From an optimization exercise on the open Yosys and OpenROAD flow, aimed at a short achievable clock period and few clock cycles per item; shortcuts taken in it are not production practice.
Function was checked by simulation only, so behaviour that the tests miss may differ from the original.
Power and IR drop assume default switching activity.

// rpc_frame_rx
module rpc_frame_rx (
    input  wire       clk,
    input  wire       rst,
    input  wire       in_valid,
    output wire       in_ready,
    input  wire [7:0] in_data,
    output wire       out_valid,
    input  wire       out_ready,
    output wire [1:0] out_kind,
    output wire [7:0] out_data,
    output wire       out_last
);
For scale: ~6700 cells after synthesis, about 3200 flip-flops, about 25 I/O pins, ~110000 sq um of cells after synthesis.
make LEC_CHECK=0 ABC_CLOCK_PERIOD_IN_PS=2000 CAP_MARGIN=20 CORE_MARGIN=2 CORE_UTILIZATION=70 CTS_CLUSTER_DIAMETER=100 CTS_CLUSTER_SIZE=25 SETUP_SLACK_MARGIN=4.5 SLEW_MARGIN=20 finish   # period 7.0 ns
run.sh (not shown) runs the stock make flow with config.mk's settings and CLKGATE_MAP_FILE= SYNTH_SCRIPT=/design/flow/synth_recipe.tcl, a recipe that flattens the netlist after the stock synthesis.
The starting point went through all stages and came out clean.
Testbench counts at the start, summed over its fixed seeds: cycles 198,141, bytes 196,798.
Rerun with:
--- a/flow/config.mk
+++ b/flow/config.mk
@@ -11 +11 @@
-export CORE_UTILIZATION = 70
+export CORE_UTILIZATION = 50
Result:
- synthesized cell count stays the same
- wire length rose by about 5%
- cell area grows by 1.2%
- worst setup slack gets worse by 0.087 ns
- sequential share of layout area drops by 0.86 points
Rerun with:
--- a/flow/config.mk
+++ b/flow/config.mk
@@ -11 +11 @@
-export CORE_UTILIZATION = 50
+export CORE_UTILIZATION = 75
Result: The new run went through all stages and came out clean. Global-route usage grows by 12 points. Register-to-register slack loses 0.02 ns. Fmax went up by 3.7%. Die area falls by 33%. Non-clock buffer count drops by 13. Power decreases by 0.82%. Final cell count drops by 11%. Via count came out higher by 3.1%. Clock skew shrinks by 0.036 ns. Wire length shrinks by 5.0%. Synthesized cell count does not change.
Rerun with:
--- a/flow/config.mk
+++ b/flow/config.mk
@@ -11 +11 @@
-export CORE_UTILIZATION = 75
+export CORE_UTILIZATION = 60
What happened:
- routed wire length is higher by 5.3%
- via count fell by about 2.3%
- combinational power stays flat
- die area rises by about 25%
- core utilization drops by 16 points
- hold slack improves by 0.0032 ns
Rerun with:
--- a/flow/config.mk
+++ b/flow/config.mk
@@ -13,0 +14 @@
+export PLACE_DENSITY = 0.72
Routed wire length went down by 4.4%.
Register-to-register slack degrades by 0.16 ns.
Via count went up by 1.3%.
Global-route usage went down by 1.6 points.
Clock-buffer cell count went up by 2.
Critical path depth does not change.
Worst setup slack degrades by 0.11 ns.

---

lane 1:
Another version of the RTL of rpc_frame_rx (not shown whole).
Size in the first run: roughly 2900 flip-flops, about 25 I/O pins, roughly 0.11 mm² of cells after synthesis.
Design rpc_frame_rx, start of the top module:
module rpc_frame_rx (
    input  wire       clk,
    input  wire       rst,
    input  wire       in_valid,
    output wire       in_ready,
    input  wire [7:0] in_data,
    output wire       out_valid,
    input  wire       out_ready,
    output wire [1:0] out_kind,
    output wire [7:0] out_data,
    output wire       out_last
);
==> flow/config.mk <==
export PLATFORM = sky130hd
export DESIGN_NAME = rpc_frame_rx
export DESIGN_NICKNAME = rpc_frame_rx
export VERILOG_FILES = /design/flow/design.v
export SDC_FILE = /design/flow/constraint.sdc
export NUM_CORES = 4
export LEC_CHECK = 0
export ABC_CLOCK_PERIOD_IN_PS = 2000
export CAP_MARGIN = 50
export CORE_MARGIN = 2
export CORE_UTILIZATION = 60
export CTS_CLUSTER_DIAMETER = 100
export CTS_CLUSTER_SIZE = 25
export SETUP_SLACK_MARGIN = 4.5
export SLEW_MARGIN = 70
==> flow/constraint.sdc <==
create_clock -name core_clock -period 7.0 [get_ports {clk}]
set_input_delay 1.4000 -clock core_clock [delete_from_list [all_inputs] [get_ports {clk}]]
set_output_delay 1.4000 -clock core_clock [all_outputs]
set_load 0.01 [all_outputs]
Testbench counts of lane 1, summed over its fixed seeds: cycles 198,133, bytes 196,798.
Input-level comparison between lane 2 and lane 1:
# lane 1
export LEC_CHECK = 0
export ABC_CLOCK_PERIOD_IN_PS = 2000
export CAP_MARGIN = 50
export CORE_MARGIN = 2
export CORE_UTILIZATION = 60
export CTS_CLUSTER_DIAMETER = 100
export CTS_CLUSTER_SIZE = 25
export SETUP_SLACK_MARGIN = 4.5
export SLEW_MARGIN = 70
create_clock -name core_clock -period 7.0 [get_ports {clk}]
# lane 2
export LEC_CHECK = 0
export ABC_CLOCK_PERIOD_IN_PS = 2000
export CAP_MARGIN = 20
export CORE_MARGIN = 2
export CORE_UTILIZATION = 60
export CTS_CLUSTER_DIAMETER = 100
export CTS_CLUSTER_SIZE = 25
export SETUP_SLACK_MARGIN = 4.5
export SLEW_MARGIN = 20
create_clock -name core_clock -period 7.0 [get_ports {clk}]
Results
Lane 2 reports its cell with the largest stage delay on the worst path as dfxtp_4 while lane 1 reports clkdlybuf4s50_1.
Comparing lane 1 and lane 2, layout clock buffer count is lower on lane 2.
[lane 2 vs lane 1] portion of total power attributed to combinational logic: lower in lane 2
Lane 2 vs lane 1 — number of placed instances, taps included dropped about 1%.
Routed wire length essentially unchanged between lane 1 and lane 2.
Looking at via count across both flows, lane 2 is the stronger of the two, with lane 1 trailing.

## static timing again, ports no longer ideal
Ports are ideal in the flow. The routed layouts listed here were re-timed in OpenROAD.
Step 1, drivers: a clkbuf_16 drives clk and a buf_2 each remaining input, both assumed.
Step 2 also shifts input and output timing later by t, the mid clock arrival at the registers, as if the neighbouring blocks saw the same clock.
Slacks: ideal ports / drivers / drivers and shift; pairs: ideal ports / drivers.
run | t (ns) | setup WS [ns] | hold slack, ns
the first run of note 1 | 0.881 | 4.284 / 4.205 / 3.644 | 0.332 / 0.332 / 0.332
the second run of note 1 | 0.922 | 4.197 / 4.117 / 3.615 | 0.332 / 0.332 / 0.332
the third run of note 1 | 0.876 | 4.297 / 4.220 / 3.567 | 0.333 / 0.333 / 0.333
the fourth run of note 1 | 0.935 | 4.284 / 4.187 / 3.628 | 0.337 / 0.337 / 0.337
the fifth run of note 1 | 0.920 | 4.172 / 4.074 / 3.650 | 0.338 / 0.338 / 0.338
lane 1 | 0.923 | 4.202 / 4.171 / 3.733 | 0.326 / 0.326 / 0.326
lane 2 | 0.930 | 4.274 / 4.170 / 3.728 | 0.337 / 0.337 / 0.337
After both steps setup and hold are still met in every run listed. The setup slack of the third run of note 1, which loses most, moves by -0.077 ns with the drivers and by -0.730 ns with both steps.
